This design comes from an exercise in tuning for small area, a short achievable clock period and few clock cycles per item on the open sky130 flow, not from production work.
Function was checked by simulation only, so behaviour that the tests miss may differ from the original.
Power and IR drop assume default switching activity.

Design sana_envbank, start of the top module:
module sana_envbank (
    input  wire        clk,
    input  wire        rst,
    input  wire        in_valid,
    output wire        in_ready,
    input  wire [2:0]  in_op,
    input  wire [1:0]  in_unit,
    input  wire [79:0] in_data,
    output reg         out_valid,
    output reg  [8:0]  out_state,
    output wire [47:0] out_value,
    output reg         out_err
);
==> flow/config.mk <==
export PLATFORM = sky130hd
export DESIGN_NAME = sana_envbank
export DESIGN_NICKNAME = sana_envbank
export VERILOG_FILES = /design/flow/design.v
export SDC_FILE = /design/flow/constraint.sdc
export NUM_CORES = 4
export LEC_CHECK = 0
export CAP_MARGIN = 20
export CORE_MARGIN = 2
export CORE_UTILIZATION = 40
export CTS_CLUSTER_DIAMETER = 150
export CTS_CLUSTER_SIZE = 20
export SLEW_MARGIN = 20
export SYNTH_HIERARCHICAL = 1
export SYNTH_MINIMUM_KEEP_SIZE = 0
==> flow/constraint.sdc <==
create_clock -name core_clock -period 19.0 [get_ports {clk}]
set_input_delay 3.8000 -clock core_clock [delete_from_list [all_inputs] [get_ports {clk}]]
set_output_delay 3.8000 -clock core_clock [all_outputs]
set_load 0.01 [all_outputs]
standard.sh (not shown) runs the stock make flow with config.mk's settings and CLKGATE_MAP_FILE= SYNTH_SCRIPT=/design/flow/synth_recipe.tcl, a recipe that flattens the netlist after the stock synthesis.
==> flow/flow/run.sh <==
#!/bin/bash
# Layout: the standard flow (its synthesis unchanged), with timing repair
# aiming at a shorter cycle than the 19 ns clock: the clock, the delays at the
# ports and every other constraint stay as they are. make's output goes to
# make_flow.log; ORFS keeps each step's log under orfs/logs.
set -euo pipefail
cd "$(dirname "$0")/.."
export SETUP_SLACK_MARGIN=14.0
export BUFFER_PORTS_ARGS="-buffer_cell sky130_fd_sc_hd__buf_2"
bash standard.sh > make_flow.log 2>&1
The starting point went through all stages and came out clean.
Testbench counts at the start, summed over its fixed seeds: cycles 36,512, items 32,000.
Then changed:
--- a/flow/design.v
+++ b/flow/design.v
@@ -263,33 +263,34 @@
             else if (rst_q)
                 pdef[k] <= 1'b1;
         end
     end
     reg        q_valid, q_resp, q_err, q_setp;
     reg [1:0]  q_sunit;
     reg        q_s15;
     reg [8:0]  q_code, q_state;
-    reg [1:0]  q_job, q_junit;
+    reg [1:0]  q_job;
+    reg [2:0]  q_jsel;               
     reg [14:0] q_t;
     always @(posedge clk) begin
         if (rst) begin
             q_valid <= 1'b0;
         end else begin
             q_valid <= c_valid | busy;
         end
         q_resp  <= ~|pend_n;
         q_err   <= c_valid & c_bad;
         q_setp  <= c_valid & (c_op == 3'd4) & (c_unit != 2'd3);
         q_sunit <= c_unit;
         q_s15   <= p_s[15];
         q_code  <= n_code;
         q_state <= n_state;
         q_job   <= n_job[1:0] | n_job[3:2] | n_job[5:4];
-        q_junit <= {issue[2], issue[1]};
+        q_jsel  <= issue;
         q_t     <= (t[14:0] & {15{issue[0]}}) | (t[29:15] & {15{issue[1]}}) | (t[44:30] & {15{issue[2]}}) |
                    (p_s[14:0] & {15{c_valid & (c_op == 3'd4)}});
     end
     wire [30:0] sq_ns, sq_nc;
     wire sqn1 = ~(~(q_t[1] & q_t[14]));
     wire sqn2, sqn3;
     sana_xnor u_sqn2 (.a(~(q_t[0] & q_t[11])), .b(~(q_t[1] & q_t[10])), .y(sqn2));
     sana_or u_sqn3 (.a(~(q_t[0] & q_t[11])), .b(~(q_t[1] & q_t[10])), .y(sqn3));
@@ -588,42 +589,48 @@
     assign sq_ns[30] = sqn209;
     assign sq_nc[30] = sqn210;
     wire [30:0] sq_y = ~(sq_ns - ~sq_nc);
     reg  [47:0] value, v_rel, sus;
     reg        m_valid, m_resp, m_err, m_setp;
     reg [1:0]  m_sunit;
     reg        m_s15;
     reg [8:0]  m_code, m_state;
-    reg [1:0]  m_junit;
     reg        f_valid, f_resp, f_err, f_setp;
     reg [1:0]  f_sunit;
     reg [15:0] f_sdata;
     reg [8:0]  f_code, f_state;
-    wire [15:0] q_sus_reg  = sus[16*q_junit +: 16];
-    wire [15:0] q_sus = (m_valid && m_setp && m_sunit == q_junit) ? {m_s15, m_x} :
-                        (f_valid && f_setp && f_sunit == q_junit) ? f_sdata : q_sus_reg;
-    wire [2:0]  q_fcode = f_code[3*q_junit +: 3];
-    wire [15:0] q_vrel = (f_valid && q_fcode == V_RS) ? value[16*q_junit +: 16] : v_rel[16*q_junit +: 16];
+    wire [1:0]  q_junit = {q_jsel[2], q_jsel[1]};
+    wire [15:0] q_sus_reg = (sus[15:0] & {16{q_jsel[0]}}) | (sus[31:16] & {16{q_jsel[1]}}) |
+                            (sus[47:32] & {16{q_jsel[2]}});
+    wire        q_fwd_m = m_valid && m_setp && m_sunit == q_junit;
+    wire        q_fwd_f = f_valid && f_setp && f_sunit == q_junit;
+    wire [15:0] q_sus = q_fwd_m ? {m_s15, m_x} : q_fwd_f ? f_sdata : q_sus_reg;
+    wire [2:0]  f_rs = {f_code[8:6] == V_RS, f_code[5:3] == V_RS, f_code[2:0] == V_RS};
+    wire [2:0]  q_vv = q_jsel & f_rs & {3{f_valid}};     
+    wire [2:0]  q_vr = q_jsel & ~q_vv;
+    wire [15:0] q_vrel = (value[15:0]  & {16{q_vv[0]}}) | (value[31:16] & {16{q_vv[1]}}) |
+                         (value[47:32] & {16{q_vv[2]}}) |
+                         (v_rel[15:0]  & {16{q_vr[0]}}) | (v_rel[31:16] & {16{q_vr[1]}}) |
+                         (v_rel[47:32] & {16{q_vr[2]}});
     reg  [14:0] m_x, m_sq;
     reg         m_nz, m_dx, m_zatt, m_zdec, m_zrel;
     always @(posedge clk) begin
         if (rst) begin
             m_valid <= 1'b0;
         end else begin
             m_valid <= q_valid;
         end
         m_resp  <= q_resp;
         m_err   <= q_err;
         m_setp  <= q_setp;
         m_sunit <= q_sunit;
         m_s15   <= q_s15;
         m_code  <= q_code;
         m_state <= q_state;
-        m_junit <= q_junit;
         m_sq    <= sq_y[29:15];
         m_nz    <= |q_t[7:0];
         m_x     <= (q_job == J_DEC) ? (~q_sus[14:0] & {15{~q_sus[15]}}) :
                    (q_job == J_REL) ? q_vrel[14:0] :
                    q_setp           ? q_t : 15'd0;
         m_dx    <= (q_job == J_DEC) & ~q_sus[15];
         m_zatt  <= (q_job == J_ATT);
         m_zdec  <= (q_job == J_DEC);
Effect: Synthesized area came out higher by 0.46%. First-iteration DRC count came out higher by 19%. Die area came out higher by 0.46%. Sequential cell count came out higher by 1. Wire length stays flat. Cell area hardly moves. Power came out lower by 1.2%. Core utilization stays flat. Hold slack gets worse by 0.0041 ns. Count of clock-buffer cells in the layout came out lower by 2. Clock power stays flat. Setup slack gets worse by 0.021 ns. Clock skew came out lower by 0.011 ns.
Testbench counts after the change, summed over its fixed seeds: cycles 36,512, items 32,000.

[what the ideal ports hide]
The results above use ideal ports. As a check the final layouts listed here were re-extracted and re-timed, cells and wires unchanged. Step 1, drivers: a clkbuf_16 drives clk and a buf_2 each remaining input, both assumed. Step 2 adds t to the input delays and takes it off the output delays; t is the mean of the earliest and latest rising clock arrival at the registers after step 1. Input paths then give back, and output paths get back, about the clock's delay inside the block. Slacks: no drivers / after step 1 / after step 2; pairs: no drivers / after step 1.
| run | t, ns | slack for setup (ns) | worst register clock-pin slew, ns |
|---|---|---|---|
| the first run | 0.635 | 13.994 / 13.932 / 13.456 | 0.09 / 0.09 |
| the second run | 0.637 | 13.973 / 13.911 / 13.551 | 0.10 / 0.10 |
After both steps setup and hold are still met in every run listed. For the first run, which loses most, drivers alone change the setup slack by -0.062 ns; drivers and shift together by -0.538 ns.
